What follows belongs to an exercise in optimizing a design on an open flow for small area, a short achievable clock period and few clock cycles per item; a production flow would make more cautious choices.
At most, simulation tests tie the RTL to the original design; equivalence was not proved.
No functional check of the RTL was part of runs 4 to 8.
Power is estimated from default activity; no workload was simulated.

**run.sh**
```bash
#!/bin/bash
# synth_recipe.tcl (not shown) runs the flow's synth.tcl, then flattens the netlist and writes it again
# the make line also repeats each setting of config.mk as NAME=value (left out here)
make -C /OpenROAD-flow-scripts/flow DESIGN_CONFIG=/design/flow/config.mk WORK_HOME=/design/flow/orfs CLKGATE_MAP_FILE= SYNTH_SCRIPT=/design/flow/synth_recipe.tcl finish
```
**design.v**
```verilog
module bdgr_enc (
    input  wire        clk,
    input  wire        rst,
    input  wire        start,
    input  wire [15:0] width,
    input  wire [15:0] height,
    input  wire        pred_med,
    output wire        busy,
    input  wire        in_valid,
    input  wire [7:0]  in_pix,
    input  wire [7:0]  in_up,
    output wire        in_ready,
    output wire        out_valid,
    output wire [63:0] out_word,
    output wire        out_last,
    input  wire        out_ready
);
    localparam integer ACW    = 104;           
    localparam [6:0]   HOLD_T = ACW - 20;      
    reg        busy_r, in_ready_r, out_valid_r, out_last_r;
    reg        med_r;
    reg [15:0] w_r;
    reg [15:0] xc;            
    reg [15:0] yc;            
    reg        first_col, first_row;
    reg        pix_done;      
    reg [7:0]  pa;            
    reg [7:0]  pc;            
    reg        v1;            
    reg [7:0]  d1;
    reg [2:0]  k_r;           
    reg [6:0]  spos;          
    reg        v2;            
    reg [6:0]  pos2;          
    reg [7:0]  data2;         
    reg [ACW-1:0] acc;
    assign busy      = busy_r;
    assign in_ready  = in_ready_r;
    assign out_valid = out_valid_r;
    assign out_last  = out_last_r;
    assign out_word  = acc[63:0];
    wire accept = in_valid & in_ready_r;
    wire fire   = out_valid_r & out_ready;
    wire [7:0] na = first_col ? 8'd0 : pa;
    wire [7:0] nb = first_row ? 8'd0 : in_up;
    wire [7:0] nc = (first_col | first_row) ? 8'd0 : pc;
    wire [7:0] pmin = (first_col & (med_r | first_row)) ? 8'd0 : pa;   
    wire [7:0] delta = na - nc;
    wire [7:0] dA = in_pix - (med_r ? na : pmin);
    wire [7:0] dB = in_pix - nb;
    wire [7:0] dC = in_pix - nb - delta;                   
    wire c_ge = (nc >= na);
    wire b_le_c = (nb <= nc);
    wire b_le_a = (nb <= na);
    wire b_ge_c = (nb >= nc);
    wire b_ge_a = (nb >= na);
    reg [7:0] dnew;
    always @(*) begin
        if (!med_r)
            dnew = dA;
        else if (c_ge)
            dnew = b_le_c ? (b_le_a ? dB : dA) : dC;
        else
            dnew = b_ge_c ? (b_ge_a ? dB : dA) : dC;
    end
    wire [7:0] r    = {d1[6:0], 1'b0} ^ {8{d1[7]}};
    wire [7:0] q    = r >> k_r;
    wire       esc  = (q >= 8'd11);
    wire [7:0] mask = ~(8'hff << k_r);
    wire [3:0] qoff = esc ? 4'd11 : q[3:0];
    wire [4:0] len  = esc ? 5'd20 : ({1'b0, q[3:0]} + 5'd1 + {2'd0, k_r});
    wire [7:0] data = esc ? r : (r & mask);
    reg [2:0] k_next;
    always @(*) begin
        if      (r <= 8'd1)   k_next = 3'd0;
        else if (r <= 8'd4)   k_next = 3'd1;
        else if (r <= 8'd8)   k_next = 3'd2;
        else if (r <= 8'd16)  k_next = 3'd3;
        else if (r <= 8'd32)  k_next = 3'd4;
        else if (r <= 8'd64)  k_next = 3'd5;
        else if (r <= 8'd128) k_next = 3'd6;
        else                  k_next = 3'd7;
    end
    wire hold = v1 & (spos > HOLD_T);
    wire adv1 = v1 & ~hold;
    wire [6:0] spos_add = spos + (adv1 ? {2'd0, len} : 7'd0);
    wire [6:0] spos_next = {spos_add[6] & ~fire, spos_add[5:0]};
    wire [6:0] pos_add   = spos + {3'd0, qoff};
    wire [6:0] pos_next  = {pos_add[6] & ~fire, pos_add[5:0]};
    wire [ACW-1:0] ins = {{(ACW-9){1'b0}}, data2 & {8{v2}}, v2} << pos2;
    wire [ACW-1:0] acc_or = acc | ins;
    wire [ACW-1:0] acc_next = fire ? {64'd0, acc_or[ACW-1:64]} : acc_or;
    wire last_col = (xc == 16'd1);
    wire last_row = (yc == 16'd1);
    wire busy_next     = busy_r & ~(fire & out_last_r);
    wire pix_done_next = pix_done | (accept & last_col & last_row);
    wire alldone_next  = pix_done & ~v1;
    wire [6:0] epos_next = {spos[6] & ~fire, spos[5:0]};
    wire load = ~busy_r & start;
    always @(posedge clk) begin
        if (rst) begin
            busy_r      <= 1'b0;
            in_ready_r  <= 1'b0;
            out_valid_r <= 1'b0;
            out_last_r  <= 1'b0;
        end else if (!busy_r) begin
            busy_r      <= start;
            in_ready_r  <= start;
            out_valid_r <= 1'b0;
        end else begin
            busy_r      <= busy_next;
            in_ready_r  <= busy_next & ~pix_done_next & (spos_next <= HOLD_T);
            out_valid_r <= busy_next & (epos_next[6] | (alldone_next & (epos_next != 7'd0)));
            out_last_r  <= alldone_next & (epos_next <= 7'd64);
        end
    end
    always @(posedge clk) begin
        if (load) begin
            med_r     <= pred_med;
            w_r       <= width;
            xc        <= width;
            yc        <= height;
            first_col <= 1'b1;
            first_row <= 1'b1;
            pix_done  <= 1'b0;
        end else if (accept) begin
            first_col <= last_col;
            pix_done  <= last_col & last_row;
            if (last_col) begin
                xc <= w_r;
                yc <= yc - 16'd1;
                first_row <= 1'b0;
            end else begin
                xc <= xc - 16'd1;
            end
        end
    end
    always @(posedge clk) begin
        if (accept) begin
            pa <= in_pix;
            pc <= in_up;
        end
    end
    always @(posedge clk) begin
        v1 <= ~rst & (hold ? v1 : accept);
        if (!hold)
            d1 <= dnew;
        if (load)
            k_r <= 3'd7;
        else if (adv1)
            k_r <= k_next;
        v2    <= ~rst & adv1;
        pos2  <= pos_next;
        data2 <= data;
        spos  <= load ? 7'd32 : spos_next;
        acc   <= load ? {{(ACW-32){1'b0}}, height, width} : acc_next;
    end
endmodule
```
**constraint.sdc**
```tcl
create_clock -name core_clock -period 11.0 [get_ports {clk}]
set_input_delay 2.2000 -clock core_clock [delete_from_list [all_inputs] [get_ports {clk}]]
set_output_delay 2.2000 -clock core_clock [all_outputs]
set_load 0.01 [all_outputs]
```
**config.mk**
```make
export PLATFORM = sky130hd
export DESIGN_NAME = bdgr_enc
export DESIGN_NICKNAME = bdgr_enc
export VERILOG_FILES = /design/flow/design.v
export SDC_FILE = /design/flow/constraint.sdc
export NUM_CORES = 4
export LEC_CHECK = 0
export CAP_MARGIN = 20
export CORE_MARGIN = 2
export CORE_UTILIZATION = 40
export SLEW_MARGIN = 20
```
==> results of run 1 <==
==> stage by stage <==
stage | total power [mW] | cells | hold slack, ns
2_1_floorplan | 1.47 | 1447 | 0.420
3_3_place_gp | 1.64 | 1844 | 0.432
3_5_place_dp | 1.64 | 1844 | 0.441
4_1_cts | 2.48 | 1890 | 0.454
5_1_grt | 2.60 | 1890 | 0.472
6_report | 2.47 | 1890 | 0.452
==> power by group <==
group	switching, mW	internal [mW]	leakage [nW]
Combinational	0.340	0.291	3.41
Sequential	0.112	0.895	1.83
Clock	0.346	0.489	0.424
Total	0.798	1.68	5.66
==> cells in the final DEF, fill, tap and decap left out, drive strengths merged, types with 9 or more instances in the layout <==
master,count
nand2,168
nor2,142
dfxtp,138
a21oi,135
clkdlybuf4s50,121
o21ai,74
edfxtp,73
ha,63
inv,63
xnor2,40
clkbuf,37
a211oi,34
nand2b,26
nor2b,24
nor3,24
nand3,24
mux2i,22
a21o,21
xor2,20
and2,19
a31oi,17
o22ai,17
fa,12
o211ai,11
a41oi,10
o21a,9
and3,9
nor4,9
buf,9
==> worst max path at each step <==
stage | from | endpoint | slack, ns | cells past startpoint
after floorplan | in_up[0] | d1[5] | 5.69 | 16
after global placement | in_up[0] | d1[7] | 4.82 | 17
after detailed placement | in_up[0] | d1[7] | 4.82 | 17
after CTS | in_up[0] | d1[7] | 5.36 | 17
after global routing | in_up[0] | d1[7] | 5.06 | 17
final | in_up[0] | d1[7] | 5.36 | 17
==> sequential cells by signal (all words and copies together), names as in the netlist <==
register     flops
v1               1
spos             7
w_r             16
k_r              3
in_ready_r       1
busy_r           1
out_last_r       1
first_col        1
v2               1
yc              16
acc            104
first_row        1
pix_done         1
d1               8
pos2             7
pa               8
xc              16
pc               8
data2            8
out_valid_r      1
med_r            1
==> worst register-to-register path: cells and delay by family, from the launching register on <==
kind                     cells  cell delay [ns]
multiplexers                 1             0.45
buffers and inverters        3             0.55
AO/OA/AOI/OAI                8             1.92
XOR/XNOR                     1             0.15
adder cells (fa/ha/maj)      3             0.97
AND/OR/NAND/NOR              3             0.47
flip-flops                   1             0.32
==> per-layer routing <==
| metal | track usage, % | vias to the layer above |
|---|---|---|
| li1 | - | 5133 |
| met3 | 2.71 | 56 |
| met4 | 5.53 | 0 |
| met2 | 33.3 | 299 |
| met5 | 0 | - |
| met1 | 29.9 | 4936 |
==> area by class of cell <==
cell class                      count  share of cell area (%)
Tap cell                          402                    3.48
Clock buffer                       37                    5.34
Multi-Input combinational cell   1041                    46.1
Clock inverter                      9                   0.458
Timing Repair Buffer              130                    8.84
Inverter                           60                    1.56
Sequential cell                   211                    34.2
==> cell families (layout without fill, tap and decap cells) <==
group / Yosys count / in the layout / share of synthesized area, %
AND/OR/NAND/NOR: 488 / 488 / 18.1
AO/OA/AOI/OAI: 385 / 385 / 19.1
flip-flops: 211 / 211 / 39.2
buffers and inverters: 195 / 236 / 8.04
adder cells (fa/ha/maj): 75 / 75 / 8.15
XOR/XNOR: 60 / 60 / 4.16
multiplexers: 33 / 33 / 3.26
==> out/qor.yml, run 1 <==
cts_buffers: 25
final_layout_size_suffix_gt1_share_pct: 5.85
period_share_pct: 51.3
grt_pass1_vias: 9782
highest_layer: "met4"
nFillCells: 3005
grt_pass1_wl_mm: 55.4
arrival_ns: 6.02
yosysTopAreaCell: "dfxtp_1"
design_area_um2: 14500
avgSynthCellArea_um2: 8.73
setup.worst_path.end_class: "flop"
ys_ff_latch: 211
multi_input_area_um2: 6670
min_path_cells: 2
synthDominantCellAreaShare_pct: 21.9
syn2layout_area_growth_pct: 14.6
cp_slowest_cell: "clkdlybuf4s50_1"
r2r_end: "in_ready_r"
met2_length_mm: 16.0
rr_startpoint: "d1[7]"
r2r_slack_ns: 6.03
hold_class: "flop to flop"
gp_congestion: 0.925
crit_fanout: 4
status: "finished clean"
rsz0062_at_grt: "no"
fin_nets: 1598
synth_top_cells_by_area: "dfxtp_1, edfxtp_1, ha_1, a21oi_1, nand2_1"
root_buffer: "clkbuf_16"
peakVddDrop_uv: 117
synth_edf_count: 73
worst-path-buf-inv: 3
viasPerCell: 5.52
required_ns: 11.38
drc: 0
synth_ff_type: "dfxtp_1"
num_vias: 10400
antenna_cells: 0
critPathKind: "primary input to flop"
finalWorstSetupSlack_ns: 5.36
drv_cap: 0
start_util_pct: 40.3
postCtsSetupRepairBufs: 0
hold_end: "acc[75]"
rr_worst_depth: 19
max_freq_ghz: 0.177
max_stage_delay_ns: 0.48
cts_tree: "done"
seq_area_frac_synth_pct: 39.2
core_um2: 31300
netlist_top_cells_count: "nand2_1, nor2_1, dfxtp_1, a21oi_1, edfxtp_1"
cts.sinks: 211
worstMarginPinSlew_ns: 1.11
power_density_nw_per_um2: 171
syn_nets: 1576
regArea_um2: 4950
dp_slack_ns: 4.82
crit_top_cell: "xnor2_1"
setup_violations: 0
drt-met1-wl_mm: 16.6
antenna_found_initial: 0
drt.antenna.violating_nets: 0
ys_warn_count: 1
grt_usage_pct: 20.9
finClkSkew_ns: 0.0115
p_leak_nw: 5.66
slew_headroom_pct: 25.5
wire_per_inst_um: 18.6
netlist_instances: 1447
grt_max_degree: 75
clk_pin_slew_ns: 0.06
drv_slew: 0
path_cells: "clkdlybuf4s50_1, nand2b_1, inv_1, ha_1, inv_1, fa_1, a21o_1, a21oi_1, xnor2_1, fa_1, ha_1, nand4b_1, a32oi_1, xnor2_1, xnor2_1, nand3_1, a32oi_1"
hold_viol_final: 0
cts_resized: 0
synthArstFlopShare_pct: 0
fp-row-count: 65
cts_buffer_depth: 3
fin_tns_setup_ns: 0
num_io_pins: 122
yosysMostFrequentCell: "nand2_1"
portBuffers: 121
fin_util_pct: 46.2
startpoint_type: "primary input"
die_w_um: 182
hold_start: "acc[75]"
htreeDepth: 1
drtIter0Drc: 907
postCtsHoldBufs: 0
overflow: 0
wirelength_mm: 35.2
cp_top_family: "adder cells"
place_area_um2: 13600
hpwlAfterDp_mm: 26.2
die_area_um2: 33000
finalCriticalPeriod_ns: 5.64
wl_met3_mm: 1.75
synth_area_um2: 12600
ys_types: 72
dr.pass1.iters: 5
clk_latency_ns: 0.54
chipHeight_um: 182
Testbench counts, summed over its fixed seeds: cycles 34,377, items 34,030.
==> run 2, diff against run 1 <==
--- a/design.v
+++ b/design.v
@@ -25,4 +25,7 @@
     reg        first_col, first_row;
     reg        pix_done;      
+    reg        v0;            
+    reg [7:0]  pix0, up0;
+    reg        fc0, fr0;      
     reg [7:0]  pa;            
     reg [7:0]  pc;            
@@ -42,12 +45,12 @@
     wire accept = in_valid & in_ready_r;
     wire fire   = out_valid_r & out_ready;
-    wire [7:0] na = first_col ? 8'd0 : pa;
-    wire [7:0] nb = first_row ? 8'd0 : in_up;
-    wire [7:0] nc = (first_col | first_row) ? 8'd0 : pc;
-    wire [7:0] pmin = (first_col & (med_r | first_row)) ? 8'd0 : pa;   
+    wire [7:0] na = fc0 ? 8'd0 : pa;
+    wire [7:0] nb = fr0 ? 8'd0 : up0;
+    wire [7:0] nc = (fc0 | fr0) ? 8'd0 : pc;
+    wire [7:0] pmin = (fc0 & (med_r | fr0)) ? 8'd0 : pa;   
     wire [7:0] delta = na - nc;
-    wire [7:0] dA = in_pix - (med_r ? na : pmin);
-    wire [7:0] dB = in_pix - nb;
-    wire [7:0] dC = in_pix - nb - delta;                   
+    wire [7:0] dA = pix0 - (med_r ? na : pmin);
+    wire [7:0] dB = pix0 - nb;
+    wire [7:0] dC = pix0 - nb - delta;                   
     wire c_ge = (nc >= na);
     wire b_le_c = (nb <= nc);
@@ -95,5 +98,5 @@
     wire busy_next     = busy_r & ~(fire & out_last_r);
     wire pix_done_next = pix_done | (accept & last_col & last_row);
-    wire alldone_next  = pix_done & ~v1;
+    wire alldone_next  = pix_done & ~v0 & ~v1;
     wire [6:0] epos_next = {spos[6] & ~fire, spos[5:0]};
     wire load = ~busy_r & start;
@@ -137,11 +140,18 @@
     end
     always @(posedge clk) begin
-        if (accept) begin
-            pa <= in_pix;
-            pc <= in_up;
+        v0 <= ~rst & (hold ? v0 : accept);
+        if (!hold) begin
+            pix0 <= in_pix;
+            up0  <= in_up;
+            fc0  <= first_col;
+            fr0  <= first_row;
+            if (v0) begin
+                pa <= pix0;
+                pc <= up0;
+            end
         end
     end
     always @(posedge clk) begin
-        v1 <= ~rst & (hold ? v1 : accept);
+        v1 <= ~rst & (hold ? v1 : v0);
         if (!hold)
             d1 <= dnew;
==> run 2 against run 1 <==
Worst setup slack better by 0.96 ns. Sequential cell count grew 19. Clock skew is 0.0087 ns higher. Fmax is 21% higher. Highest routed layer unchanged. Still clean on timing, DRC and antenna. Cell count increased by 3.6%. Wire length is 2.7% lower. Via count increased by 0.74%.
==> out/qor.yml, run 2 <==
layout_commonest_cell: "nand2_1"
drtIter0Drc: 666
htreeDepth: 1
hold_class: "flop to flop"
die_w_um: 187
ys_ff_latch: 230
synthArstFlopShare_pct: 0
dr.pass1.iters: 5
nFillCells: 3148
synth_ff_type: "dfxtp_1"
ys_types: 89
highest_layer: "met4"
synth_compound_area_share_pct: 18.4
final_layout_size_suffix_gt1_share_pct: 7.39
rsz0062_at_grt: "no"
peakVddDrop_uv: 132
synth_top_family_by_area: "compound AO/OA/AOI/OAI gates"
required_ns: 11.43
cts_resized: 0
finalWorstSetupSlack_ns: 6.32
seq_area_frac_synth_pct: 41.3
grt_max_degree: 72
gp_congestion: 0.879
setup.worst_path.end_class: "flop"
postCtsSetupRepairBufs: 0
portBuffers: 121
finalCriticalPeriod_ns: 4.68
finalPower_mw: 2.58
root_buffer: "clkbuf_16"
netlist_top_cells_count: "nand2_1, nor2_1, dfxtp_1, a21oi_1, edfxtp_1"
yosys-mux-area-fraction_pct: 3.91
wl_met3_mm: 1.76
num_io_pins: 122
chipHeight_um: 187
dp_slack_ns: 6.31
cts_buffer_depth: 3
synth_xor_area_share_pct: 4.04
core_um2: 32700
die_area_um2: 34900
drc: 0
drt-met1-wl_mm: 15.1
grt_pass1_vias: 10100
hold_viol_final: 0
multi_input_area_um2: 6810
met2_length_mm: 16.3
cts.sinks: 230
drv_cap: 0
critPathKind: "flop to flop"
grt_usage_pct: 19.2
avgSynthCellArea_um2: 9.08
clk_latency_ns: 0.56
netlist_instances: 1470
syn2layout_area_growth_pct: 15.1
yosysMostFrequentCell: "nand2_1"
slew_headroom_pct: 33.0
layout_common_cells: "nand2_1, nor2_1, dfxtp_1, a21oi_1, clkdlybuf4s50_1"
synth_edf_count: 91
largest_reg_flops: 104
viasPerCell: 5.36
holdWs_ns: 0.431
overflow: 0
fp-row-count: 66
cts_buffers: 26
wire_per_inst_um: 17.5
period_share_pct: 42.5
regArea_um2: 5520
cts_tree: "done"
antenna_found_initial: 0
syn_nets: 1599
max_freq_ghz: 0.214
status: "finished clean"
crit_fanout: 20
worstMarginPinSlew_ns: 1.00
arrival_ns: 5.11
synth-simple-area-share_pct: 16.9
yosysTopAreaCell: "dfxtp_1"
wirelength_mm: 34.2
synthDominantCellAreaShare_pct: 20.8
clk_pin_slew_ns: 0.06
power_density_nw_per_um2: 168
start_util_pct: 40.8
placedCellCount: 1910
drt.antenna.violating_nets: 0
fin_cells: 1958
synthAdderAreaFrac_pct: 7.70
synth_area_um2: 13400
finClkSkew_ns: 0.0203
postCtsHoldBufs: 0
startpoint_type: "flop"
p_leak_nw: 5.88
grt_pass1_wl_mm: 54.4
hpwlAfterDp_mm: 25.1
drv_slew: 0
regMostFlops: "acc"
antenna_cells: 0
fin_tns_setup_ns: 0
setup_violations: 0
num_vias: 10500
fin_nets: 1625
ys_warn_count: 1
synth_top_cells_by_area: "dfxtp_1, edfxtp_1, ha_1, nand2_1, a21oi_1"
-- run 2: cells by family after synthesis --
logic type	after synthesis
AO/OA/AOI/OAI	380
XOR/XNOR	60
AND/OR/NAND/NOR	495
flip-flops	230
buffers and inverters	192
adder cells (fa/ha/maj)	75
multiplexers	38
-- run 2: per-stage QoR --
stage | instance area [µm²] | util [%]
after CTS | 15400 | 47.0
after global placement | 14400 | 44.0
after global routing | 15400 | 47.0
after detailed placement | 14400 | 44.0
after floorplan | 13400 | -
final | 15400 | 47.0
-- run 2: cell type report --
| class | instances | area share [%] |
|---|---|---|
| Sequential cell | 230 | 35.9 |
| Inverter | 59 | 1.44 |
| Clock buffer | 33 | 5.15 |
| Timing Repair Buffer | 131 | 8.37 |
| Multi-Input combinational cell | 1048 | 44.3 |
| Clock inverter | 15 | 1.31 |
| Tap cell | 442 | 3.60 |
-- run 2: critical path: stages, from the launching register on --
cell and delay [ns]:
edfxtp_1 0.84, inv_2 0.26, ha_1 0.38, nor2_1 0.10
a211oi_1 0.06, a211oi_1 0.24, a21oi_1 0.13, a21boi_0 0.25
o21a_1 0.44, nor3b_1 0.30, ha_1 0.21, inv_1 0.06
fa_1 0.40, nor2b_1 0.11, o21ai_0 0.11, a21boi_0 0.18
o21ai_0 0.11, xor2_1 0.16, nor2_1 0.13, a21oi_1 0.08
-- run 2: worst paths after layout --
path                   from         end  slack [ns]  cells after the start
setup / recovery      d1[7]  in_ready_r        6.32                     19
hold / removal    first_col         fc0        0.43                      0
setup reg to reg      d1[7]  in_ready_r        6.32                     19
hold reg to reg   first_col         fc0        0.43                      0
-- run 2: report_power, final --
part | switching (mW) | internal [mW] | total [mW]
Sequential | 0.101 | 0.968 | 1.07
Combinational | 0.274 | 0.262 | 0.536
Clock | 0.373 | 0.606 | 0.979
Total | 0.747 | 1.84 | 2.58
-- run 2: routing by layer --
metal,global-route usage (%),vias up
li1,-,5217
met1,24.8,4951
met2,32.8,265
met3,2.99,68
met4,6.47,0
met5,0,-
Testbench counts of run 2, summed over its fixed seeds: cycles 34,425, items 34,030.
==> run 3, diff against run 2 <==
--- a/design.v
+++ b/design.v
@@ -49,22 +49,20 @@
     wire [7:0] nc = (fc0 | fr0) ? 8'd0 : pc;
     wire [7:0] pmin = (fc0 & (med_r | fr0)) ? 8'd0 : pa;   
-    wire [7:0] delta = na - nc;
-    wire [7:0] dA = pix0 - (med_r ? na : pmin);
-    wire [7:0] dB = pix0 - nb;
-    wire [7:0] dC = pix0 - nb - delta;                   
-    wire c_ge = (nc >= na);
+    wire c_ge   = (nc >= na);
     wire b_le_c = (nb <= nc);
     wire b_le_a = (nb <= na);
-    wire b_ge_c = (nb >= nc);
-    wire b_ge_a = (nb >= na);
-    reg [7:0] dnew;
+    wire use_ab = c_ge ~^ b_le_c;        
+    wire use_b  = c_ge ~^ b_le_a;        
+    wire [7:0] pc3 = na + nb - nc;
+    reg [7:0] pred;
     always @(*) begin
         if (!med_r)
-            dnew = dA;
-        else if (c_ge)
-            dnew = b_le_c ? (b_le_a ? dB : dA) : dC;
+            pred = pmin;
+        else if (!use_ab)
+            pred = pc3;
         else
-            dnew = b_ge_c ? (b_ge_a ? dB : dA) : dC;
+            pred = use_b ? nb : na;
     end
+    wire [7:0] dnew = pix0 - pred;
     wire [7:0] r    = {d1[6:0], 1'b0} ^ {8{d1[7]}};
     wire [7:0] q    = r >> k_r;
==> run 3 against run 2 <==
Sequential power is essentially flat. First-iteration DRC count grew 2.9%. Register-to-register slack lost 0.44 ns. Worst hold slack gained 0.019 ns. Count of clock-buffer cells in the layout grew 6. Clock power shrank 9.6%. Utilization shrank 0.44 points. Largest power group unchanged.
==> out/qor.yml, run 3 <==
status: "finished clean"
arrival_ns: 5.39
cts.sinks: 230
chipHeight_um: 182
root_buffer: "clkbuf_16"
die_w_um: 182
critPathKind: "flop to flop"
p_sw_mw: 0.780
ys_types: 82
setup.worst_path.end_class: "flop"
htreeDepth: 1
antenna_cells: 0
start_util_pct: 40.4
finalCriticalPeriod_ns: 5.11
peakVddDrop_uv: 101
netlist_top_cells_count: "dfxtp_1, a21oi_1, nor2_1, nand2_1, edfxtp_1"
worst-path-buf-inv: 0
cp.depth: 18
portBuffers: 121
cp_slowest_cell: "edfxtp_1"
cp_top_family: "compound AO/OA/AOI/OAI gates"
syn_nets: 1502
hpwlAfterDp_mm: 23.8
p_leak_nw: 5.68
synthArstFlopShare_pct: 0
final_layout_size_suffix_gt1_share_pct: 6.04
pwr-share-comb_pct: 23.3
max_freq_ghz: 0.196
largest_reg_flops: 104
synthDominantCellAreaShare_pct: 22.0
rsz0062_at_grt: "no"
worstMarginPinSlew_ns: 1.23
startpoint_type: "flop"
layout_commonest_cell: "dfxtp_1"
setup_violations: 0
rr_startpoint: "fr0"
cts_buffer_depth: 3
gp_congestion: 0.853
drv_slew: 0
postCtsHoldBufs: 0
fp-row-count: 65
syn2layout_area_growth_pct: 15.3
drc: 0
period_share_pct: 46.5
regMostFlops: "acc"
crit_top_cell: "o21a_1"
dr.pass1.iters: 5
ys_ff_latch: 230
yosysMostFrequentCell: "dfxtp_1"
clkPwrFrac_pct: 34.3
core_um2: 31300
wirelength_mm: 32.7
seq_area_frac_synth_pct: 43.6
synth_ff_type: "dfxtp_1"
netlist_instances: 1374
num_vias: 9951
antenna_found_initial: 0
required_ns: 11.28
rr_worst_depth: 18
cts_resized: 0
cts_buffers: 26
max_stage_delay_ns: 0.52
fin_nets: 1532
synth_top_cells_by_area: "dfxtp_1, edfxtp_1, ha_1, a21oi_1, nor2_1"
die_area_um2: 33000
grt_usage_pct: 19.7
avgSynthCellArea_um2: 9.20
wire_per_inst_um: 17.9
crit_start: "fr0"
design_area_um2: 14600
grt_max_degree: 85
cts_tree: "done"
viasPerCell: 5.45
slew_headroom_pct: 17.3
drtIter0Drc: 685
num_io_pins: 122
layout_common_cells: "dfxtp_1, a21oi_1, nor2_1, nand2_1, clkdlybuf4s50_1"
intPower_mw: 1.80
nFillCells: 2996
swShare_pct: 30.2
place_area_um2: 13700
clk_pin_slew_ns: 0.06
synth_edf_count: 91
grt_pass1_vias: 9716
power_density_nw_per_um2: 177
hold_class: "flop to flop"
hold_viol_final: 0
path_cells: "nor2_1, nand2_1, ha_1, nand2b_1, a2111o_1, a31o_2, a211oi_1, or2_1, a221oi_1, a21oi_1, ha_1, nor2b_1, o21a_1, o21a_1, o21a_1, o41a_1, xnor2_1, xnor2_1"
pwr-share-seq_pct: 42.4
clk_latency_ns: 0.54
grt_pass1_wl_mm: 52.4
drt.antenna.violating_nets: 0
r2r_end: "d1[7]"
crit_end: "d1[7]"
crit_fanout: 10
synth_area_um2: 12600
yosysTopAreaCell: "dfxtp_1"
r2r_slack_ns: 5.89
fin_tns_setup_ns: 0
ys_warn_count: 1
drv_cap: 0
postCtsSetupRepairBufs: 0
overflow: 0
finClkSkew_ns: 0.0122
## run 3: cells by family (layout without fill, tap and decap cells)
kind of cell	after synthesis	in the layout	share of synthesized area, %
flip-flops	230	230	43.6
AO/OA/AOI/OAI	378	378	18.6
XOR/XNOR	63	63	4.36
buffers and inverters	196	246	7.99
adder cells (fa/ha/maj)	74	74	7.98
multiplexers	28	28	2.47
AND/OR/NAND/NOR	405	405	15.0
## run 3: metal layers
metal | track usage (%) | wire length [µm] | vias up
li1 | - | - | 4900
met1 | 27.7 | 15500 | 4734
met2 | 31.4 | 14500 | 271
met3 | 3.15 | 2060 | 46
met4 | 5.33 | 680 | 0
met5 | 0 | 0 | -
## run 3: area by class of cell
type                            count  area, µm²  area share, %
Clock buffer                       39        805           5.52
Clock inverter                      9       86.3          0.592
Inverter                           65        245           1.68
Multi-Input combinational cell    948       6130           42.0
Sequential cell                   230       5520           37.8
Tap cell                          402        503           3.45
Timing Repair Buffer              133       1300           8.92
## run 3: worst min-delay path by stage
stage	startpoint	end	slack, ns	cells after the start
floorplan	first_row	fr0	0.41	0
global placement	acc[89]	acc[89]	0.43	2
detailed placement	acc[89]	acc[89]	0.44	2
CTS	acc[90]	acc[90]	0.46	2
global route	acc[89]	acc[89]	0.47	2
finish	acc[90]	acc[90]	0.45	2
## run 3: tightest hold or removal path: cells and delay by family (launching register included)
family | cells | cell delay, ns
AOI/OAI and AO/OA | 1 | 0.04
DFF | 1 | 0.30
and+or+nand+nor | 1 | 0.07
## run 3: per-stage QoR
stage / util (%) / std cells / total power [mW] / hold WS (ns) / setup WS (ns)
6_report: 46.6 / 1826 / 2.58 / 0.451 / 5.89
5_1_grt: 46.6 / 1826 / 2.72 / 0.472 / 5.52
4_1_cts: 46.6 / 1826 / 2.60 / 0.455 / 5.92
3_5_place_dp: 43.7 / 1778 / 1.71 / 0.441 / 5.97
3_3_place_gp: 43.7 / 1778 / 1.70 / 0.432 / 6.05
2_1_floorplan: - / 1374 / 1.56 / 0.408 / 6.41
## run 3: power groups by stage
stage          registers, mW  logic, mW  clock network, mW
2_1_floorplan           1.03      0.526                  0
3_3_place_gp            1.11      0.590                  0
3_5_place_dp            1.11      0.598                  0
4_1_cts                 1.09      0.602              0.906
5_1_grt                 1.11      0.672              0.941
6_report                1.09      0.601              0.885
Testbench counts of run 3, summed over its fixed seeds: cycles 34,425, items 34,030.
==> run 4, diff against run 3 <==
--- a/design.v
+++ b/design.v
@@ -28,4 +28,5 @@
     reg [7:0]  pix0, up0;
     reg        fc0, fr0;      
+    reg        use_c0, use_b0;  
     reg [7:0]  pa;            
     reg [7:0]  pc;            
@@ -45,24 +46,18 @@
     wire accept = in_valid & in_ready_r;
     wire fire   = out_valid_r & out_ready;
+    wire [7:0] na_in = first_col ? 8'd0 : pix0;
+    wire [7:0] nb_in = first_row ? 8'd0 : in_up;
+    wire [7:0] nc_in = (first_col | first_row) ? 8'd0 : up0;
+    wire c_ge_in  = (nc_in >= na_in);
+    wire use_c_in = c_ge_in ^ (nb_in <= nc_in);    
+    wire use_b_in = c_ge_in ~^ (nb_in <= na_in);   
     wire [7:0] na = fc0 ? 8'd0 : pa;
     wire [7:0] nb = fr0 ? 8'd0 : up0;
     wire [7:0] nc = (fc0 | fr0) ? 8'd0 : pc;
     wire [7:0] pmin = (fc0 & (med_r | fr0)) ? 8'd0 : pa;   
-    wire c_ge   = (nc >= na);
-    wire b_le_c = (nb <= nc);
-    wire b_le_a = (nb <= na);
-    wire use_ab = c_ge ~^ b_le_c;        
-    wire use_b  = c_ge ~^ b_le_a;        
-    wire [7:0] pc3 = na + nb - nc;
-    reg [7:0] pred;
-    always @(*) begin
-        if (!med_r)
-            pred = pmin;
-        else if (!use_ab)
-            pred = pc3;
-        else
-            pred = use_b ? nb : na;
-    end
-    wire [7:0] dnew = pix0 - pred;
+    wire [7:0] dA = pix0 - pmin;
+    wire [7:0] dB = pix0 - nb;
+    wire [7:0] dC = pix0 - nb - na + nc;
+    wire [7:0] dnew = (med_r & use_c0) ? dC : (med_r & use_b0) ? dB : dA;
     wire [7:0] r    = {d1[6:0], 1'b0} ^ {8{d1[7]}};
     wire [7:0] q    = r >> k_r;
@@ -139,13 +134,13 @@
     always @(posedge clk) begin
         v0 <= ~rst & (hold ? v0 : accept);
-        if (!hold) begin
-            pix0 <= in_pix;
-            up0  <= in_up;
-            fc0  <= first_col;
-            fr0  <= first_row;
-            if (v0) begin
-                pa <= pix0;
-                pc <= up0;
-            end
+        if (accept) begin
+            pix0  <= in_pix;
+            up0   <= in_up;
+            fc0   <= first_col;
+            fr0   <= first_row;
+            use_c0 <= use_c_in;
+            use_b0 <= use_b_in;
+            pa    <= pix0;
+            pc    <= up0;
         end
     end
==> flow/run.sh (new file) <==
#!/bin/bash
# Standard layout, with plain buffers on the ports.
set -euo pipefail
export BUFFER_PORTS_ARGS="-buffer_cell sky130_fd_sc_hd__buf_1"
bash standard.sh > standard_make.log 2>&1
==> standard.sh (new file) <==
#!/bin/bash
# synth_recipe.tcl (not shown) runs the flow's synth.tcl, then flattens the netlist and writes it again
# the make line also repeats each setting of config.mk as NAME=value (left out here)
make -C /OpenROAD-flow-scripts/flow DESIGN_CONFIG=/design/flow/config.mk WORK_HOME=/design/flow/orfs CLKGATE_MAP_FILE= SYNTH_SCRIPT=/design/flow/synth_recipe.tcl "${@:-finish}"
removed: run.sh
==> run 4 against run 3 <==
Critical endpoint is now in_ready_r. Clock skew is 0.012 ns higher. Clock power is 3.4% higher. Sequential power about the same. Worst hold slack is essentially flat. Register-to-register slack got worse by 0.03 ns. Highest routed layer unchanged. Cell count grew 6.7%.
==> out/qor.yml, run 4 <==
regMostFlops: "acc"
ys_types: 70
ys_ff_latch: 232
yosysMostFrequentCell: "nand2_1"
rsz0062_at_grt: "no"
start_util_pct: 40.4
p_leak_nw: 5.37
crit_start: "d1[7]"
hold_viol_final: 0
place_area_um2: 13400
grt_usage_pct: 19.4
finalPower_mw: 2.40
syn2layout_area_growth_pct: 9.21
setup_violations: 0
yosysTopAreaCell: "edfxtp_1"
root_buffer: "clkbuf_16"
antenna_cells: 0
finalCriticalPeriod_ns: 5.14
layout_commonest_cell: "nand2_1"
hpwlAfterDp_mm: 24.8
num_vias: 10400
rr_worst_depth: 19
htreeDepth: 1
max_stage_delay_ns: 0.96
clk_latency_ns: 0.54
worstMarginPinSlew_ns: 1.08
chipHeight_um: 185
die_w_um: 185
arrival_ns: 5.56
synthArstFlopShare_pct: 0
netlist_top_cells_count: "nand2_1, nor2_1, dfxtp_1, a21oi_1, edfxtp_1"
max_freq_ghz: 0.194
synth_top_cells_by_area: "edfxtp_1, dfxtp_1, ha_1, a21oi_1, nand2_1"
overflow: 0
grt_max_degree: 80
fp-row-count: 66
r2r_end: "in_ready_r"
hold_start: "pix0[0]"
gp_congestion: 0.889
hold_end: "pa[0]"
cts_buffers: 27
cts.sinks: 232
final_layout_size_suffix_gt1_share_pct: 5.25
cts_buffer_depth: 3
cts_tree: "done"
postCtsHoldBufs: 0
syn_nets: 1594
startpoint_type: "flop"
layout_common_cells: "nand2_1, nor2_1, dfxtp_1, a21oi_1, buf_1"
crit_top_cell: "a211oi_1"
setup.worst_path.end_class: "flop"
core_um2: 32400
drtIter0Drc: 886
seq_area_frac_synth_pct: 42.7
fin_util_pct: 44.1
avgSynthCellArea_um2: 8.92
power_density_nw_per_um2: 168
period_share_pct: 46.8
antenna_found_initial: 0
synth_edf_count: 93
path_cells: "inv_1, ha_1, nor2_1, a211oi_1, a211oi_1, a21oi_1, a311oi_2, nand2_4, nor2_2, ha_1, inv_1, fa_1, nor2b_1, o21ai_0, a21boi_0, o21ai_0, xor2_1, nor2_1, a211oi_1"
drv_cap: 0
grt_pass1_wl_mm: 52.7
num_io_pins: 122
cts_resized: 0
drc: 0
wirelength_mm: 33.9
critPathKind: "flop to flop"
peakVddDrop_uv: 111
status: "finished clean"
required_ns: 11.41
r2r_slack_ns: 5.86
slew_headroom_pct: 27.0
dr.pass1.iters: 5
netlist_instances: 1465
portBuffers: 121
synthDominantCellAreaShare_pct: 21.4
drt.antenna.violating_nets: 0
fin_nets: 1614
finClkSkew_ns: 0.0245
viasPerCell: 5.33
wire_per_inst_um: 17.4
largest_reg_flops: 104
clk_pin_slew_ns: 0.06
min_path_cells: 0
synth_ff_type: "dfxtp_1"
synth_area_um2: 13100
rr_startpoint: "d1[7]"
postCtsSetupRepairBufs: 0
grt_pass1_vias: 9807
die_area_um2: 34100
fin_tns_setup_ns: 0
cp_slowest_cell: "edfxtp_1"
design_area_um2: 14300
crit_fanout: 25
ys_warn_count: 1
drv_slew: 0
hold_class: "flop to flop"
## run 4: how the worst max path moves through the flow
| stage | end | slack (ns) | depth (start not counted) |
|---|---|---|---|
| after CTS | in_ready_r | 5.91 | 19 |
| final | in_ready_r | 5.86 | 19 |
| after detailed placement | in_ready_r | 5.93 | 19 |
| after global placement | in_ready_r | 6.16 | 19 |
| after global routing | in_ready_r | 5.36 | 19 |
| after floorplan | yc[0] | 7.00 | 2 |
## run 4: metrics by stage
step           std cells  hold WS, ns  worst slack [ns]
2_1_floorplan       1465        0.406              7.00
3_3_place_gp        1898        0.437              6.16
3_5_place_dp        1898        0.436              5.93
4_1_cts             1948        0.450              5.91
5_1_grt             1948        0.459              5.36
6_report            1948        0.451              5.86
## run 4: layer usage
layer / vias to the layer above / track usage, % / part of all wire [%]
met5: - / 0 / 0
li1: 5141 / - / -
met4: 0 / 3.40 / 1.3
met3: 37 / 3.99 / 7.2
met1: 4892 / 28.2 / 48
met2: 306 / 30.0 / 44
## run 4: cell families (layout without fill, tap and decap cells)
kind of cell	count (synthesis)	count (layout)	synth area share, %
mux	37	37	3.06
compound gates	356	356	16.7
simple gates	507	507	17.9
buf+inv	197	238	7.77
xor+xnor	61	61	4.09
flops	232	232	42.7
fa+ha+maj	75	75	7.87
## run 4: critical path, delay by kind of cell (launching register included)
family                     cells  cell delay, ns
adders and majority gates      3            0.98
AOI/OAI and AO/OA              8            2.00
xor gates and xnor gates       1            0.16
buffers and inverters          2            0.37
and+or+nand+nor                5            0.57
DFF                            1            0.96
## run 4: area by class of cell
class / count / area (µm²)
clock buffers: 36 / 793
clock inverters: 14 / 131
fillers: 3200 / 18100
inverters: 59 / 221
multi-input cells: 1036 / 6490
flip-flops and latches: 232 / 5580
well taps: 442 / 553
repair buffers: 129 / 514
## run 4: power by group
group | switching (mW) | internal (mW)
Sequential | 0.0993 | 0.977
Clock | 0.360 | 0.555
Combinational | 0.228 | 0.178
==> run 5, diff against run 4 <==
==> flow/run.sh (replaced) <==
#!/bin/bash
set -euo pipefail
export BUFFER_PORTS_ARGS="-buffer_cell sky130_fd_sc_hd__buf_1"
export SETUP_SLACK_MARGIN=7.0
bash standard.sh > standard_make.log 2>&1
==> run 5 against run 4 <==
Non-clock buffer count is 24 higher. Total power is 1.8% higher. Cell count is 1.2% higher. Via count is 1.1% higher. Sequential power hardly changed. Worst hold slack hardly changed. Utilization is 0.92 points higher. Critical path depth is 1 lower. First-iteration DRC count is 0.11% lower. Global-route usage is 0.12 points higher. Register-to-register slack better by 1.2 ns. Sequential cell count stayed put. Largest cell class unchanged.
==> out/qor.yml, run 5 <==
rr_startpoint: "d1[7]"
drt.antenna.violating_nets: 0
drtIter0Drc: 885
ys_ff_latch: 232
ys_warn_count: 1
p_leak_nw: 5.51
hold_start: "pix0[0]"
required_ns: 11.41
synthDominantCellAreaShare_pct: 21.4
antenna_found_initial: 0
num_vias: 10500
ys_types: 70
netlist_top_cells_count: "nand2_1, nor2_1, dfxtp_1, a21oi_1, edfxtp_1"
holdWs_ns: 0.451
hpwlAfterDp_mm: 24.8
die_w_um: 185
portBuffers: 121
peakVddDrop_uv: 111
chipHeight_um: 185
syn_nets: 1594
start_util_pct: 40.4
finClkSkew_ns: 0.0226
finalCriticalPeriod_ns: 3.92
critPathKind: "flop to flop"
regMostFlops: "acc"
gp_congestion: 0.889
clk_pin_slew_ns: 0.06
fin_nets: 1638
layout_common_cells: "nand2_1, nor2_1, dfxtp_1, a21oi_1, buf_1"
grt_max_degree: 80
drc: 0
r2r_end: "in_ready_r"
grt_pass1_vias: 9848
crit_start: "d1[7]"
r2r_slack_ns: 7.08
htreeDepth: 1
largest_reg_flops: 104
wire_per_inst_um: 17.4
grt_usage_pct: 19.5
min_path_cells: 0
crit_fanout: 7
cp_slowest_cell: "or4_4"
syn2layout_area_growth_pct: 11.5
grt_pass1_wl_mm: 53.0
yosysTopAreaCell: "edfxtp_1"
clk_latency_ns: 0.54
cts_buffers: 27
power_density_nw_per_um2: 167
synth_ff_type: "dfxtp_1"
drv_cap: 0
yosysMostFrequentCell: "nand2_1"
slew_headroom_pct: 28.3
setup.worst_path.end_class: "flop"
final_layout_size_suffix_gt1_share_pct: 8.04
hold_class: "flop to flop"
seq_area_frac_synth_pct: 42.7
hold_end: "pa[0]"
worstMarginPinSlew_ns: 1.06
root_buffer: "clkbuf_16"
synth_edf_count: 93
path_cells: "buf_6, or4_4, o22ai_4, a21oi_1, o211a_1, a311oi_4, nand2_4, nor2_2, ha_1, inv_1, fa_1, nor2b_1, o21ai_2, a21boi_2, o21ai_0, xor2_1, nor2_1, a211oi_1"
rsz0062_at_grt: "yes"
status: "finished clean"
antenna_cells: 0
synthArstFlopShare_pct: 0
netlist_instances: 1465
max_freq_ghz: 0.255
synth_top_cells_by_area: "edfxtp_1, dfxtp_1, ha_1, a21oi_1, nand2_1"
die_area_um2: 34100
dr.pass1.iters: 7
drv_slew: 0
arrival_ns: 4.33
fp-row-count: 66
max_stage_delay_ns: 0.56
setup_violations: 0
cts_buffer_depth: 3
overflow: 0
cts.sinks: 232
hold_viol_final: 0
period_share_pct: 35.7
avgSynthCellArea_um2: 8.92
core_um2: 32400
num_io_pins: 122
layout_commonest_cell: "nand2_1"
wirelength_mm: 34.3
fin_tns_setup_ns: 0
postCtsHoldBufs: 0
viasPerCell: 5.32
cts_tree: "done"
synth_area_um2: 13100
rr_worst_depth: 18
startpoint_type: "flop"
-- run 5: cell counts after synthesis --
No cell type changed its count.
-- run 5: report_power, final --
group	switching, mW	internal (mW)	total [mW]
Combinational	0.255	0.204	0.459
Clock	0.363	0.555	0.918
Sequential	0.0857	0.977	1.06
Total	0.704	1.74	2.44
-- run 5: kinds of logic after synthesis --
family / after synthesis / synth area share (%)
AOI/OAI and AO/OA: 356 / 16.7
buffers and inverters: 197 / 7.77
muxes: 37 / 3.06
DFF: 232 / 42.7
adders and majority gates: 75 / 7.87
xor gates and xnor gates: 61 / 4.09
and+or+nand+nor: 507 / 17.9
-- run 5: worst max-delay path by stage --
| stage | endpoint | slack (ns) | cells after the start |
|---|---|---|---|
| finish | in_ready_r | 7.08 | 18 |
| global route | in_ready_r | 6.89 | 18 |
| CTS | in_ready_r | 6.95 | 18 |
| detailed placement | in_ready_r | 5.93 | 19 |
| global placement | in_ready_r | 6.16 | 19 |
| floorplan | yc[0] | 7.00 | 2 |
-- run 5: worst max-delay path: cells and delay by family, from the launching register on --
| family | cells | cell delay, ns |
|---|---|---|
| AOI/OAI and AO/OA | 8 | 1.30 |
| adders and majority gates | 2 | 0.57 |
| buffers and inverters | 2 | 0.24 |
| xor gates and xnor gates | 1 | 0.16 |
| and+or+nand+nor | 5 | 1.05 |
| DFF | 1 | 0.46 |
-- run 5: stage by stage --
step                cells  worst slack, ns  instance area (µm²)  utilization [%]  total power [mW]
CTS                  1954             6.95                14400             44.4              2.42
global placement     1898             6.16                13400             41.2              1.49
finish               1972             7.08                14600             45.0              2.44
floorplan            1465             7.00                13100                -              1.41
global route         1972             6.89                14600             45.0              2.55
detailed placement   1898             5.93                13400             41.2              1.50
-- run 5: layout make-up --
class / count / area (µm²)
fillers: 3165 / 17800
multi-input cells: 1036 / 6590
flip-flops and latches: 232 / 5580
clock buffers: 36 / 793
repair buffers: 153 / 698
well taps: 442 / 553
inverters: 59 / 225
clock inverters: 14 / 131
-- run 5: per-layer routing --
layer  routed length (µm)  share of wire [%]  vias up  global-route usage (%)
li1                     -                  -     5199                       -
met1                16300                 48     4930                    28.3
met2                15000                 44      324                    30.3
met3                 2410                7.0       37                    3.93
met4                  496                1.4        0                    3.40
met5                    0                  0        -                       0
-- run 5: repair_timing --
item / CTS / global route
pin swaps: 1 / 6
setup endpoints to repair: 29 / 14
buffers inserted: 6 / 18
gates resized for setup: 7 / 20
==> run 6, diff against run 5 <==
==> flow/run.sh (replaced) <==
#!/bin/bash
set -euo pipefail
export BUFFER_PORTS_ARGS="-buffer_cell sky130_fd_sc_hd__buf_1"
export SETUP_SLACK_MARGIN=7.6
bash standard.sh > standard_make.log 2>&1
==> run 6 against run 5 <==
Area after synthesis did not move. Clock power down 0.7%. Clock skew is 0.0030 ns lower. Combinational power increased by 22%. Critical path depth fell by 1. Sequential cell count stayed put. Total power is 3.8% higher. Largest cell class unchanged. Largest power group unchanged. Highest routed layer unchanged.
==> out/qor.yml, run 6 <==
drv_cap: 0
cts.sinks: 232
fin_tns_setup_ns: 0
rsz0062_at_grt: "yes"
cp.depth: 17
synthArstFlopShare_pct: 0
power_density_nw_per_um2: 165
num_vias: 10900
arrival_ns: 4.07
swShare_pct: 29.3
clk_latency_ns: 0.54
cp_slowest_cell: "fa_1"
yosysMostFrequentCell: "nand2_1"
max_stage_delay_ns: 0.50
ys_ff_latch: 232
synth_top_cells_by_area: "edfxtp_1, dfxtp_1, ha_1, a21oi_1, nand2_1"
peakVddDrop_uv: 131
portBuffers: 121
chipHeight_um: 185
syn2layout_area_growth_pct: 17.6
htreeDepth: 1
p_sw_mw: 0.743
status: "finished clean"
p_leak_nw: 5.77
crit_start: "fr0"
placedCellCount: 1897
slew_headroom_pct: 32.9
fin_cells: 2008
synth_area_um2: 13100
wire_per_inst_um: 18.0
drtIter0Drc: 1039
r2r_end: "d1[7]"
core_um2: 32400
drt.antenna.violating_nets: 0
worstMarginPinSlew_ns: 0.996
clk_pin_slew_ns: 0.06
grt_usage_pct: 20.3
startpoint_type: "flop"
layout_common_cells: "nand2_1, nor2_1, dfxtp_1, buf_1, a21oi_1"
finalCriticalPeriod_ns: 3.82
yosysTopAreaCell: "edfxtp_1"
critPathKind: "flop to flop"
antenna_found_initial: 0
ys_warn_count: 1
layout_commonest_cell: "nand2_1"
finalWorstSetupSlack_ns: 7.18
grt_pass1_vias: 10100
cts_buffers: 27
hpwlAfterDp_mm: 25.0
intPower_mw: 1.79
viasPerCell: 5.41
crit_end: "d1[7]"
netlist_instances: 1465
drc: 0
cp_top_family: "adder cells"
cts_buffer_depth: 3
ys_types: 70
grt_max_degree: 71
wirelength_mm: 36.2
rr_startpoint: "fr0"
dp_slack_ns: 6.35
syn_nets: 1594
seq_area_frac_synth_pct: 42.7
finClkSkew_ns: 0.0196
pwr-share-comb_pct: 22.1
r2r_slack_ns: 7.18
overflow: 0
setup_violations: 0
avgSynthCellArea_um2: 8.92
regMostFlops: "acc"
die_area_um2: 34100
place_area_um2: 13400
rr_worst_depth: 17
grt_pass1_wl_mm: 54.8
fin_nets: 1674
num_io_pins: 122
required_ns: 11.25
synth_ff_type: "dfxtp_1"
period_share_pct: 34.7
crit_top_cell: "xnor2_1"
largest_reg_flops: 104
antenna_cells: 0
drv_slew: 0
synth_edf_count: 93
hold_viol_final: 0
start_util_pct: 40.4
netlist_top_cells_count: "nand2_1, nor2_1, dfxtp_1, a21oi_1, edfxtp_1"
postCtsHoldBufs: 0
worst-path-buf-inv: 1
hold_class: "flop to flop"
clkPwrFrac_pct: 36.0
design_area_um2: 15400
root_buffer: "clkbuf_16"
fp-row-count: 66
max_freq_ghz: 0.262
dr.pass1.iters: 5
gp_congestion: 0.875
pwr-share-seq_pct: 41.9
final_layout_size_suffix_gt1_share_pct: 14.2
cts_tree: "done"
synthDominantCellAreaShare_pct: 21.4
die_w_um: 185
setup.worst_path.end_class: "flop"
crit_fanout: 3
path_cells: "nor2b_1, ha_2, inv_2, fa_2, a21o_1, a21oi_4, o21bai_1, a21oi_2, xnor2_2, fa_1, ha_4, nor3_1, nor2_1, o41ai_2, xnor2_1, xnor2_1, mux2i_1"
run 6: worst min path at each step:
stage / startpoint / endpoint / depth (start not counted)
6_report: acc[67] / acc[67] / 2
2_1_floorplan: first_col / fc0 / 0
3_3_place_gp: pix0[0] / pa[0] / 0
3_5_place_dp: acc[67] / acc[67] / 2
5_1_grt: pix0[0] / pa[0] / 0
4_1_cts: acc[67] / acc[67] / 2
run 6: what timing repair did:
item | CTS | global route
pin swaps | 14 | 29
cloned | 3 | 0
hold endpoints to repair | 0 | 0
buffers inserted | 35 | 23
setup endpoints to repair | 114 | 89
gates resized for setup | 33 | 71
run 6: cells by family after synthesis:
family / count (synthesis) / share of synthesized area (%)
buffers and inverters: 197 / 7.77
AOI/OAI and AO/OA: 356 / 16.7
adders and majority gates: 75 / 7.87
DFF: 232 / 42.7
xor gates and xnor gates: 61 / 4.09
muxes: 37 / 3.06
and+or+nand+nor: 507 / 17.9
run 6: routing by layer:
| layer | global-route usage [%] | routed length [µm] |
|---|---|---|
| met3 | 4.62 | 2870 |
| met2 | 31.6 | 16000 |
| met5 | 0 | 0 |
| met1 | 28.9 | 16700 |
| met4 | 3.84 | 546 |
run 6: worst reg2reg max path, stage by stage, from the launching register on:
cell      delay (ns)
edfxtp_1        0.47
nor2b_1         0.16
ha_2            0.19
inv_2           0.04
fa_2            0.36
a21o_1          0.20
a21oi_4         0.16
o21bai_1        0.11
a21oi_2         0.20
xnor2_2         0.17
fa_1            0.50
ha_4            0.19
nor3_1          0.21
nor2_1          0.09
o41ai_2         0.06
xnor2_1         0.17
xnor2_1         0.13
mux2i_1         0.11
run 6: power groups by stage:
stage / Clock, mW / Combinational, mW / Sequential [mW]
floorplan: 0 / 0.399 / 1.03
global placement: 0 / 0.410 / 1.09
detailed placement: 0 / 0.413 / 1.09
CTS: 0.928 / 0.492 / 1.06
global route: 0.957 / 0.612 / 1.07
finish: 0.912 / 0.559 / 1.06
run 6: area by class of cell:
type	count	area (µm²)
clock inverter	9	77.6
timing repair buffer	186	982
fill	3143	17000
inverter	59	235
timing repair inverter	1	7.51
tap	442	553
multi-input combinational	1038	7100
clock buffer	41	842
sequential	232	5580
run 6: metrics by stage:
stage,util (%),power (mW),hold slack (ns)
after global placement,41.5,1.50,0.437
after floorplan,-,1.43,0.406
after detailed placement,41.5,1.51,0.445
final,47.5,2.53,0.456
after CTS,45.8,2.48,0.458
after global routing,47.5,2.64,0.483
==> run 7, diff against run 6 <==
--- a/config.mk
+++ b/config.mk
@@ -9,3 +9,4 @@
 export CORE_MARGIN = 2
 export CORE_UTILIZATION = 40
+export CTS_BUF_LIST = sky130_fd_sc_hd__clkbuf_8
 export SLEW_MARGIN = 20
==> run 7 against run 6 <==
Largest cell class unchanged. Area after synthesis stayed put. Critical path depth unchanged. Sequential share of layout area shrank 0.081 points. Still clean on timing, DRC and antenna. Die area unchanged. Final area grew 0.27%. Highest routed layer unchanged. Clock skew up 0.014 ns. Non-clock buffer count up 8. Via count increased by 1.7%. Worst hold slack better by 0.0031 ns. Combinational power increased by about 10%. First-iteration DRC count grew 0.19%. Fmax grew 3.0%.
==> out/qor.yml, run 7 <==
die_w_um: 185
seq_area_frac_synth_pct: 42.7
num_vias: 11000
drtIter0Drc: 1041
yosys-mux-area-fraction_pct: 3.06
max_freq_ghz: 0.270
fin_util_pct: 47.6
synth-simple-area-share_pct: 17.9
setup_violations: 0
netlist_instances: 1465
cts.sinks: 232
antenna_cells: 0
final_layout_size_suffix_gt1_share_pct: 15.9
worstMarginPinSlew_ns: 0.952
yosysTopAreaCell: "edfxtp_1"
cts_tree: "done"
hold_viol_final: 0
clk_latency_ns: 0.55
critPathKind: "flop to flop"
chipHeight_um: 185
period_share_pct: 33.7
syn_nets: 1594
syn2layout_area_growth_pct: 18.0
layout_common_cells: "nand2_1, nor2_1, dfxtp_1, buf_1, a21oi_1"
synthAdderAreaFrac_pct: 7.87
peakVddDrop_uv: 86.2
root_buffer: "clkbuf_8"
arrival_ns: 3.98
finClkSkew_ns: 0.0340
yosysMostFrequentCell: "nand2_1"
hpwlAfterDp_mm: 25.0
status: "finished clean"
synth_top_cells_by_area: "edfxtp_1, dfxtp_1, ha_1, a21oi_1, nand2_1"
pwr-share-comb_pct: 25.0
gp_congestion: 0.875
ys_ff_latch: 232
avgSynthCellArea_um2: 8.92
portBuffers: 121
p_leak_nw: 5.84
ys_types: 70
intPower_mw: 1.70
synth_top_family_by_area: "simple AND/OR/NAND/NOR gates"
synth_area_um2: 13100
nFillCells: 3124
fp-row-count: 66
layout_commonest_cell: "nand2_1"
drv_cap: 0
antenna_found_initial: 0
clkPwrFrac_pct: 31.9
synthArstFlopShare_pct: 0
cts_buffers: 42
fin_nets: 1697
clk_pin_slew_ns: 0.05
finalCriticalPeriod_ns: 3.71
num_io_pins: 122
start_util_pct: 40.4
power_density_nw_per_um2: 160
drt.antenna.violating_nets: 0
synthDominantCellAreaShare_pct: 21.4
largest_reg_flops: 104
core_um2: 32400
cts_buffer_depth: 3
overflow: 0
regMostFlops: "acc"
pwr-share-seq_pct: 43.0
grt_pass1_vias: 10400
synth_edf_count: 93
fin_tns_setup_ns: 0
postCtsHoldBufs: 0
rsz0062_at_grt: "yes"
dr.pass1.iters: 6
wire_per_inst_um: 18.0
die_area_um2: 34100
ys_warn_count: 1
required_ns: 11.27
htreeDepth: 2
drv_slew: 0
synth_compound_area_share_pct: 16.7
viasPerCell: 5.41
swShare_pct: 31.0
grt_pass1_wl_mm: 55.7
startpoint_type: "flop"
grt_usage_pct: 20.7
wirelength_mm: 36.7
hold_class: "flop to flop"
netlist_top_cells_count: "nand2_1, nor2_1, dfxtp_1, a21oi_1, edfxtp_1"
drc: 0
synth_xor_area_share_pct: 4.09
p_sw_mw: 0.765
grt_max_degree: 71
synth_ff_type: "dfxtp_1"
slew_headroom_pct: 36.4
setup.worst_path.end_class: "flop"
crit_fanout: 3
[run 7: cell counts after synthesis]
Identical to the previous run, type by type.
[run 7: metrics by stage]
step,power [mW],hold WS [ns],std cells,instance area (µm²),setup slack (ns)
after detailed placement,1.51,0.445,1897,13400,6.35
after floorplan,1.43,0.406,1465,13200,7.36
after CTS,2.39,0.459,2021,14900,7.27
final,2.46,0.459,2041,15400,7.29
after global routing,2.58,0.463,2041,15400,7.10
after global placement,1.50,0.437,1897,13400,6.50
[run 7: path summary, 6_finish.rpt]
kind	startpoint	end	slack, ns	depth (start not counted)
worst max register to register	fr0	d1[7]	7.29	17
worst min register to register	pix0[0]	pa[0]	0.46	0
worst min-delay path	pix0[0]	pa[0]	0.46	0
worst max-delay path	fr0	d1[7]	7.29	17
[run 7: cell type report]
type	count	area, µm²	area share, %
Sequential cell	232	5590	36.2
Inverter	59	235	1.53
Multi-Input combinational cell	1038	7130	46.2
Tap cell	442	553	3.59
Clock buffer	51	702	4.55
Timing Repair Buffer	194	1100	7.12
Timing Repair inverter	1	7.51	0.0487
Clock inverter	24	110	0.714
[run 7: power groups by stage]
stage | registers, mW | clock network [mW] | logic (mW)
CTS | 1.06 | 0.805 | 0.532
global placement | 1.09 | 0 | 0.410
detailed placement | 1.09 | 0 | 0.413
floorplan | 1.03 | 0 | 0.399
global route | 1.07 | 0.843 | 0.671
finish | 1.06 | 0.786 | 0.617
[run 7: kinds of logic (layout without fill, tap and decap cells)]
logic type	after synthesis	after routing
AND/OR/NAND/NOR	507	509
AO/OA/AOI/OAI	356	356
flip-flops	232	232
buffers and inverters	197	329
adder cells (fa/ha/maj)	75	75
XOR/XNOR	61	61
multiplexers	37	37
[run 7: timing repair]
item,CTS,global route
pin swaps,23,32
setup buffers,46,20
endpoints found under the setup margin,114,104
cloned,3,0
gates resized for setup,45,86
[run 7: layer usage]
layer	part of all wire [%]	GRT usage [%]
met5	0	0
met3	8.6	5.37
met1	45	28.9
met2	44	31.8
met4	2.3	5.65
[run 7: worst max-delay path: stages (launching register included)]
cell	delay [ns]
edfxtp_1	0.45
nor2b_1	0.15
ha_2	0.20
inv_2	0.04
fa_2	0.34
a21o_1	0.19
a21oi_4	0.17
o21bai_1	0.11
a21oi_2	0.17
xnor2_2	0.16
fa_1	0.50
ha_4	0.30
nor2_2	0.04
nor2_1	0.11
o41ai_2	0.09
xnor2_1	0.17
xnor2_1	0.13
mux2i_1	0.11
==> run 8, diff against run 7 <==
--- a/design.v
+++ b/design.v
@@ -26,12 +26,12 @@
     reg        pix_done;      
     reg        v0;            
-    reg [7:0]  pix0, up0;
-    reg        fc0, fr0;      
+    reg [7:0]  pix0, up0;     
+    reg [7:0]  dA0, dB0, e0;  
     reg        use_c0, use_b0;  
-    reg [7:0]  pa;            
-    reg [7:0]  pc;            
-    reg        v1;            
-    reg [7:0]  d1;
     reg [2:0]  k_r;           
+    reg        vR;            
+    reg [3:0]  qoffR;         
+    reg [3:0]  keffR;         
+    reg [7:0]  dataR;         
     reg [6:0]  spos;          
     reg        v2;            
@@ -49,21 +49,19 @@
     wire [7:0] nb_in = first_row ? 8'd0 : in_up;
     wire [7:0] nc_in = (first_col | first_row) ? 8'd0 : up0;
+    wire [7:0] pmin_in = (first_col & (med_r | first_row)) ? 8'd0 : pix0;   
     wire c_ge_in  = (nc_in >= na_in);
     wire use_c_in = c_ge_in ^ (nb_in <= nc_in);    
     wire use_b_in = c_ge_in ~^ (nb_in <= na_in);   
-    wire [7:0] na = fc0 ? 8'd0 : pa;
-    wire [7:0] nb = fr0 ? 8'd0 : up0;
-    wire [7:0] nc = (fc0 | fr0) ? 8'd0 : pc;
-    wire [7:0] pmin = (fc0 & (med_r | fr0)) ? 8'd0 : pa;   
-    wire [7:0] dA = pix0 - pmin;
-    wire [7:0] dB = pix0 - nb;
-    wire [7:0] dC = pix0 - nb - na + nc;
-    wire [7:0] dnew = (med_r & use_c0) ? dC : (med_r & use_b0) ? dB : dA;
-    wire [7:0] r    = {d1[6:0], 1'b0} ^ {8{d1[7]}};
+    wire [7:0] dA_in = in_pix - pmin_in;            
+    wire [7:0] dB_in = in_pix - nb_in;              
+    wire [7:0] e_in  = nc_in - na_in;
+    wire [7:0] dC = dB0 + e0;                       
+    wire [7:0] d0 = (med_r & use_c0) ? dC : (med_r & use_b0) ? dB0 : dA0;
+    wire [7:0] r    = {d0[6:0], 1'b0} ^ {8{d0[7]}};
     wire [7:0] q    = r >> k_r;
     wire       esc  = (q >= 8'd11);
     wire [7:0] mask = ~(8'hff << k_r);
     wire [3:0] qoff = esc ? 4'd11 : q[3:0];
-    wire [4:0] len  = esc ? 5'd20 : ({1'b0, q[3:0]} + 5'd1 + {2'd0, k_r});
+    wire [3:0] keff = esc ? 4'd8 : {1'b0, k_r};
     wire [7:0] data = esc ? r : (r & mask);
     reg [2:0] k_next;
@@ -78,9 +76,9 @@
         else                  k_next = 3'd7;
     end
-    wire hold = v1 & (spos > HOLD_T);
-    wire adv1 = v1 & ~hold;
-    wire [6:0] spos_add = spos + (adv1 ? {2'd0, len} : 7'd0);
+    wire hold = vR & (spos > HOLD_T);
+    wire advR = vR & ~hold;
+    wire [6:0] spos_add = advR ? spos + {3'd0, qoffR} + {3'd0, keffR} + 7'd1 : spos;
     wire [6:0] spos_next = {spos_add[6] & ~fire, spos_add[5:0]};
-    wire [6:0] pos_add   = spos + {3'd0, qoff};
+    wire [6:0] pos_add   = spos + {3'd0, qoffR};
     wire [6:0] pos_next  = {pos_add[6] & ~fire, pos_add[5:0]};
     wire [ACW-1:0] ins = {{(ACW-9){1'b0}}, data2 & {8{v2}}, v2} << pos2;
@@ -91,5 +89,5 @@
     wire busy_next     = busy_r & ~(fire & out_last_r);
     wire pix_done_next = pix_done | (accept & last_col & last_row);
-    wire alldone_next  = pix_done & ~v0 & ~v1;
+    wire alldone_next  = pix_done & ~v0 & ~vR;
     wire [6:0] epos_next = {spos[6] & ~fire, spos[5:0]};
     wire load = ~busy_r & start;
@@ -135,25 +133,27 @@
         v0 <= ~rst & (hold ? v0 : accept);
         if (accept) begin
-            pix0  <= in_pix;
-            up0   <= in_up;
-            fc0   <= first_col;
-            fr0   <= first_row;
+            pix0   <= in_pix;
+            up0    <= in_up;
+            dA0    <= dA_in;
+            dB0    <= dB_in;
+            e0     <= e_in;
             use_c0 <= use_c_in;
             use_b0 <= use_b_in;
-            pa    <= pix0;
-            pc    <= up0;
         end
     end
     always @(posedge clk) begin
-        v1 <= ~rst & (hold ? v1 : v0);
-        if (!hold)
-            d1 <= dnew;
         if (load)
             k_r <= 3'd7;
-        else if (adv1)
+        else if (v0 & ~hold)
             k_r <= k_next;
-        v2    <= ~rst & adv1;
+        vR <= ~rst & (hold ? vR : v0);
+        if (!hold) begin
+            keffR <= keff;
+            qoffR <= qoff;
+            dataR <= data;
+        end
+        v2    <= ~rst & advR;
         pos2  <= pos_next;
-        data2 <= data;
+        data2 <= dataR;
         spos  <= load ? 7'd32 : spos_next;
         acc   <= load ? {{(ACW-32){1'b0}}, height, width} : acc_next;
==> flow/run.sh (replaced) <==
#!/bin/bash
set -euo pipefail
export BUFFER_PORTS_ARGS="-buffer_cell sky130_fd_sc_hd__buf_1"
export SETUP_SLACK_MARGIN=7.4
bash standard.sh > standard_make.log 2>&1
--- a/config.mk
+++ b/config.mk
@@ -9,4 +9,3 @@
 export CORE_MARGIN = 2
 export CORE_UTILIZATION = 40
-export CTS_BUF_LIST = sky130_fd_sc_hd__clkbuf_8
 export SLEW_MARGIN = 20
==> run 8 against run 7 <==
Utilization fell by 2.5 points. Via count is 5.1% lower. Wire length decreased by 9.0%. Final area shrank 2.4%. Sequential share of layout area increased by 3.6 points. Worst setup slack better by 0.22 ns. Largest cell class unchanged. Critical path type is now primary input to flop. Cell count decreased by 2.4%. Still clean on timing, DRC and antenna. Clock power grew 16%. Synthesized cell count is 1.0% higher. Clock skew is 0.026 ns lower.
==> out/qor.yml, run 8 <==
grt_pass1_wl_mm: 53.1
wire_per_inst_um: 16.8
portBuffers: 121
crit_fanout: 62
largest_reg_flops: 104
drv_cap: 0
yosysTopAreaCell: "edfxtp_1"
overflow: 0
cp_slowest_cell: "buf_4"
syn2layout_area_growth_pct: 11.4
hold_viol_final: 0
drv_slew: 0
seq_area_frac_synth_pct: 44.4
arrival_ns: 3.75
power_density_nw_per_um2: 161
clk_pin_slew_ns: 0.06
wirelength_mm: 33.4
clkPwrFrac_pct: 37.8
fp-row-count: 67
synthDominantCellAreaShare_pct: 23.8
intPower_mw: 1.75
num_vias: 10500
regMostFlops: "acc"
pwr-share-comb_pct: 16.8
yosysMostFrequentCell: "nand2_1"
synthArstFlopShare_pct: 0
grt_usage_pct: 18.6
drtIter0Drc: 532
peakVddDrop_uv: 104
synth_ff_type: "dfxtp_1"
finalCriticalPeriod_ns: 3.49
drc: 0
max_freq_ghz: 0.286
die_area_um2: 35200
netlist_top_cells_count: "nand2_1, nor2_1, dfxtp_1, a21oi_1, edfxtp_1"
cp_top_family: "buffers and inverters"
core_um2: 33400
status: "finished clean"
drt.antenna.violating_nets: 0
hold_class: "flop to flop"
die_w_um: 188
cts.sinks: 246
startpoint_type: "primary input"
htreeDepth: 1
cts_tree: "done"
swShare_pct: 27.5
gp_congestion: 0.862
period_share_pct: 31.8
ys_types: 78
==> run 8: cell types whose count changed in the layout (fill, tap and decap cells not counted), sizes merged, moves of 10 or more <==
cell,previous run,this run
buf,192,144
nand2,168,188
clkbuf,53,35
and2,24,9
a21o,8,22
edfxtp,93,107
inv,72,58
o22ai,32,18
xor2,20,33
nand3,30,20
o22a,0,10
==> run 8: cell families (layout without fill, tap and decap cells) <==
| family | after synthesis | count (layout) | synth area share, % |
|---|---|---|---|
| AO/OA/AOI/OAI | 359 | 359 | 16.8 |
| AND/OR/NAND/NOR | 509 | 509 | 17.4 |
| multiplexers | 34 | 34 | 2.64 |
| buffers and inverters | 186 | 250 | 7.08 |
| flip-flops | 246 | 246 | 44.4 |
| XOR/XNOR | 79 | 79 | 5.13 |
| adder cells (fa/ha/maj) | 67 | 67 | 6.54 |
==> run 8: power by group through the flow <==
stage,Sequential (mW),Combinational (mW),Clock (mW)
floorplan,1.08,0.334,0
CTS,1.10,0.397,0.934
finish,1.10,0.407,0.915
global route,1.11,0.454,0.972
global placement,1.11,0.380,0
detailed placement,1.12,0.385,0
==> run 8: path summary, 6_finish.rpt <==
check / slack (ns) / cells past startpoint / end / startpoint
max: 7.51 / 6 / xc[8] / start
min: 0.34 / 0 / data2[3] / dataR[3]
max reg2reg: 7.56 / 12 / dataR[5] / dB0[4]
min reg2reg: 0.34 / 0 / data2[3] / dataR[3]
==> run 8: layout make-up <==
cell class,instances,area [µm²]
Clock inverter,16,135
Inverter,55,206
Multi-Input combinational cell,1048,6730
Sequential cell,246,6000
Clock buffer,34,774
Fill cell,3313,18300
Timing Repair Buffer,145,643
Tap cell,448,561
==> run 8: per-layer routing <==
layer | wire [µm] | track usage [%] | share of wire, % | up-vias
li1 | - | - | - | 5215
met1 | 14700 | 23.8 | 44 | 4965
met2 | 16100 | 32.0 | 48 | 247
met3 | 1590 | 3.07 | 4.7 | 56
met4 | 998 | 5.97 | 3.0 | 0
met5 | 0 | 0 | 0 | -
==> run 8: worst register-to-register path, cell delays in order, from the launching register on <==
cell and delay (ns):
edfxtp_1 0.44, ha_1 0.46, o211ai_2 0.17, o21ai_0 0.24
xor2_1 0.28, a21oi_1 0.18, o31ai_4 0.40, o21ba_2 0.22
o221ai_1 0.31, a211oi_2 0.08, buf_4 0.17, o21ai_0 0.14
nor2b_1 0.20
==> run 8: through the flow <==
stage               area [µm²]  worst slack (ns)  instances  utilization, %
finish                   15000              7.51       1992            45.1
global route             15000              7.39       1992            45.1
CTS                      14900              7.41       1985            44.7
detailed placement       13900              6.81       1926            41.7
global placement         13900              6.87       1926            41.7
floorplan                13600              7.30       1480               -
==> run 8: timing repair <==
action | in CTS | in global routing
pin swaps | 4 | 9
cloned | 0 | 0
endpoints found under the setup margin | 9 | 49
gates resized for setup | 2 | 17
setup buffers | 9 | 7
endpoints found under the hold margin | 0 | 0

Check on run 8: ideal ports give 7.507 ns setup slack; a clkbuf_16 on the clock port and buf_2 on the inputs give 7.535 ns; moving port delays by the midpoint clock arrival (0.591 ns) as well gives 6.945 ns.
